Context: an optimization exercise on an open-source flow, tuned for small area. The choices shown serve that exercise and are no tape-out recipe.
Where RTL was checked, it was by simulation tests only, not by an equivalence proof against the original.

==> job 8090: inputs <==
## sde_top
module sde_top (
    input  wire        clk,
    input  wire        rst,
    input  wire        bus_valid,
    input  wire        bus_write,
    input  wire [7:0]  bus_addr,
    input  wire [1:0]  bus_size,      
    input  wire [31:0] bus_wdata,
    output wire        bus_ready,
    output reg         bus_rvalid,
    output reg  [31:0] bus_rdata,
    input  wire [31:0] int_st,        
    output reg         pwm_valid,
    output reg  [3:0]  pwm_op,
    output wire [1:0]  pwm_ph,
    output reg  [31:0] pwm_data,
    input  wire [11:0] adc_raw,
    output reg         adc_valid,
    output reg  [1:0]  adc_op,
    input  wire [63:0] now_us
);
clock: 24.0 ns
lec_check: 0
cap_margin: 20
core_margin: 2
core_utilization: 60
slew_margin: 20
synth_hierarchical: 1
buffer_ports_args: -buffer_cell sky130_fd_sc_hd__buf_1
cts_args: -sink_clustering_enable -repair_clock_nets -sink_clustering_size 9 -sink_clustering_max_diameter 40 -buf_list sky130_fd_sc_hd__clkbuf_4 -dont_use_dummy_load
standard.sh (not shown) runs the stock make flow with config.mk's settings and CLKGATE_MAP_FILE= SYNTH_SCRIPT=/design/flow/synth_recipe.tcl, a recipe that flattens the netlist after the stock synthesis.
==> flow/flow/run.sh <==
#!/bin/bash
# The standard layout (the standard.sh on ORFS, standard synthesis
# unchanged) with two changes to how the layout is made:
#  - the buffers that global placement puts on every input and output port
#    are the smallest buffer cell instead of ORFS's default choice;
#  - clock tree synthesis uses small clock buffers with small sink clusters
#    and inserts no dummy loads.
# Each tool's full output goes to the ORFS logs under orfs/logs and to
# standard.log here.
set -euo pipefail
cat >> config.mk <<'MK'
export BUFFER_PORTS_ARGS = -buffer_cell sky130_fd_sc_hd__buf_1
export CTS_ARGS = -sink_clustering_enable -repair_clock_nets -sink_clustering_size 9 -sink_clustering_max_diameter 40 -buf_list sky130_fd_sc_hd__clkbuf_4 -dont_use_dummy_load
MK
bash standard.sh > standard.log 2>&1
==> inputs of job 3283, as changes to job 8090 <==
--- a/flow/design.v
+++ b/flow/design.v
@@ -694,25 +694,19 @@
     wire t35, t36;
     sde_fa u_t35 (.a(now[17]), .b(nlast[17]), .c(t34), .s(t35), .co(t36));
     wire t37, t38;
     sde_fa u_t37 (.a(now[18]), .b(nlast[18]), .c(t36), .s(t37), .co(t38));
     wire t39, t40;
     sde_fa u_t39 (.a(now[19]), .b(nlast[19]), .c(t38), .s(t39), .co(t40));
     wire [19:0] diff_lo = {t39, t37, t35, t33, t31, t29, t27, t25, t23, t21, t19, t17, t15, t13, t11, t9, t7, t5, t3, t1};
-    wire [63:21] z;
-    genvar gi;
-    generate for (gi = 21; gi < 64; gi = gi + 1) begin : g_z
-        sde_zbit u_z (.a(now[gi]), .b(nlast[gi]), .pa(now[gi-1]), .pb(nlast[gi-1]), .z(z[gi]));
-    end endgenerate
-    wire hi_zero = ((now[20] ^ nlast[20]) == t40) && (z == 43'd0);
+    wire [63:20] p = now[63:20] ^ nlast[63:20];
+    wire [63:21] k = now[62:20] | nlast[62:20];
+    wire hi_zero = (p[20] == t40) && ((p[63:21] ^ k[63:21]) == 43'd0);
     assign due = !(hi_zero && (diff_lo <= 20'd1000000));
 endmodule
-module sde_zbit (input wire a, input wire b, input wire pa, input wire pb, output wire z);
-    assign z = (a ^ b) ^ (pa | pb);
-endmodule
 module sde_fa (input wire a, input wire b, input wire c, output wire s, output wire co);
     assign s  = a ^ b ^ c;
     assign co = (a & b) | (a & c) | (b & c);
 endmodule
 module sde_pp3 (input wire a, input wire x, input wire b, input wire y,
                 input wire c, input wire z, output wire pn);
     assign pn = ~((a & x) | (b & y) | (c & z));
@@ -828,19 +822,14 @@
         .triple    (law_triple)
     );
     sde_sample_due u_due (
         .now   (now_us),
         .nlast (nlast),
         .due   (sample_due)
     );
-    wire       norm_top = &adc_raw[11:8];
-    wire [8:0] norm_inc = {1'b0, adc_raw[7:0]} + 9'd1;
-    wire [2:0] norm_q   = adc_raw[11:9] + {2'b0, adc_raw[8]};
-    wire [15:0] norm_scale = norm_top ? {norm_inc[8], {4{~norm_inc[8]}}, norm_inc[7:0], 3'b000}
-                                      : {1'b0, adc_raw, norm_q};
     wire [5:0] cursor_next = (cursor_ph == 6'd32) ? 6'd0 : cursor_ph + 6'd1;
     wire bus_legal   = (bus_size == 2'd2) && (bus_addr[1:0] == 2'b00);
     wire is_cmd_wr   = bus_valid && bus_write && bus_legal && (bus_addr == 8'h10);
     wire engine_free = st_idle && !irq;
     wire cmd_accept  = is_cmd_wr && engine_free;
     wire bus_fire    = bus_valid && bus_ready;
     assign bus_ready = !is_cmd_wr || engine_free;
@@ -966,15 +955,15 @@
         if (du_we && ph == 2'd1) duty1 <= du_new;
         if (du_we && ph == 2'd2) duty2 <= du_new;
         if (state == S_ISR_E) isr_m <= int_st;
         if (bus_fire && bus_write && bus_legal && bus_addr == 8'h14) arg <= bus_wdata;
         if (cmd_accept && c_op == 4'h1 && c_err == 9'd0) result <= law_duty;
         if (state == S_UPD0) scale <= scale_in[15:0];
         if (state == S_SREAD)
-            scale_in <= {1'b0, norm_scale};
+            scale_in <= {2'b0, adc_raw, 3'd0} + {12'd0, ({1'b0, adc_raw[11:8]} + 5'd1) >> 1};
         else if (cmd_accept && c_op == 4'h6 && c_err == 9'd0)
             scale_in <= {1'b0, c_imm};
         else if (st_updf)
             scale_in <= law_triple;
     end
     always @(posedge clk) begin
         if (rst) begin
==> flow/run.sh (new file) <==
#!/bin/bash
# synth_recipe.tcl (not shown) runs the flow's synth.tcl, then flattens the netlist and writes it again
# the make line also repeats each setting of config.mk as NAME=value (left out here)
make -C /OpenROAD-flow-scripts/flow DESIGN_CONFIG=/design/flow/config.mk WORK_HOME=/design/flow/orfs CLKGATE_MAP_FILE= SYNTH_SCRIPT=/design/flow/synth_recipe.tcl finish
BUFFER_PORTS_ARGS = default   (was -buffer_cell sky130_fd_sc_hd__buf_1)
CTS_ARGS = default   (was -sink_clustering_enable -repair_clock_nets -sink_clustering_size 9 -sink_clustering_max_diameter 40 -buf_list sky130_fd_sc_hd__clkbuf_4 -dont_use_dummy_load)
CTS_BUF_LIST = sky130_fd_sc_hd__clkbuf_8   (was default)
CTS_CLUSTER_DIAMETER = 60   (was default)
CTS_CLUSTER_SIZE = 18   (was default)
removed: flow/flow/run.sh
removed: flow/standard.sh
==> summary.md <==
| Metric | Value |
|---|---|
| Area of placed instances | `26,970 um^2` |
| Die height | `211.5 um` |
| Routed len/inst | `29.73 um` |
| Initial antenna violation count | `3` |
| Met3 usage in global routing | `0.1166` |
| Multi-input combinational area share | `0.5076` |
| CP arrival | `18.12 ns` |
| Status | `timing/DRC/antenna clean` |
| Syn Nets | `2,807` |
| Max Used Layer | `met4` |
| Worst vdd ir | `0.08982 mV` |
Source of the figures above: job 8090

==> summary.md <==
| Metric | Value |
|---|---|
| Commonest cells in the netlist | `edfxtp_1 (260), nor2_1 (204), inv_1 (194)` |
| Multi-input combinational area share | `0.4733` |
| Met3 usage in global routing | `0.1104` |
| DP HPWL | `71.57 mm` |
| Status | `timing/DRC/antenna clean` |
| Area of placed instances | `29,090 um^2` |
| Initial antenna violation count | `4` |
| Max Used Layer | `met5` |
| CP arrival | `18.54 ns` |
| Worst vdd ir | `0.08469 mV` |
| Routed len/inst | `29.62 um` |
Source of the figures above: job 3283

Function not checked in job 3283: the RTL went through the layout flow alone.

what the ideal ports hide:
The results above use ideal ports. As a check the final layouts listed here were re-extracted and re-timed, cells and wires unchanged. Step 1 sets driving cells, clkbuf_16 on the clock port and buf_2 on the other inputs (assumed; they add their load-dependent delay and slew). Step 2 moves the port delays by t, midway between the first and last clock arrival at a register: inputs arrive t later, outputs are due t later. That takes back most of the time a late clock gives input paths. Three values: no drivers, after step 1, after step 2; two values: the first two.
run | t (ns) | setup WS [ns] | worst setup path at the end | latest minus earliest clock arrival (ns) | pins driven straight from the clock port
job 8090 | 0.836 | 1.076 / 1.051 / 1.051 | input to output | 0.140 / 0.140 | 1
job 3283 | 0.680 | 0.659 / 0.639 / 0.639 | input to output | 0.084 / 0.084 | 1
After both steps setup and hold are still met in every run listed. The setup slack of job 8090, which loses most, moves by -0.025 ns with the drivers and by -0.025 ns with both steps.
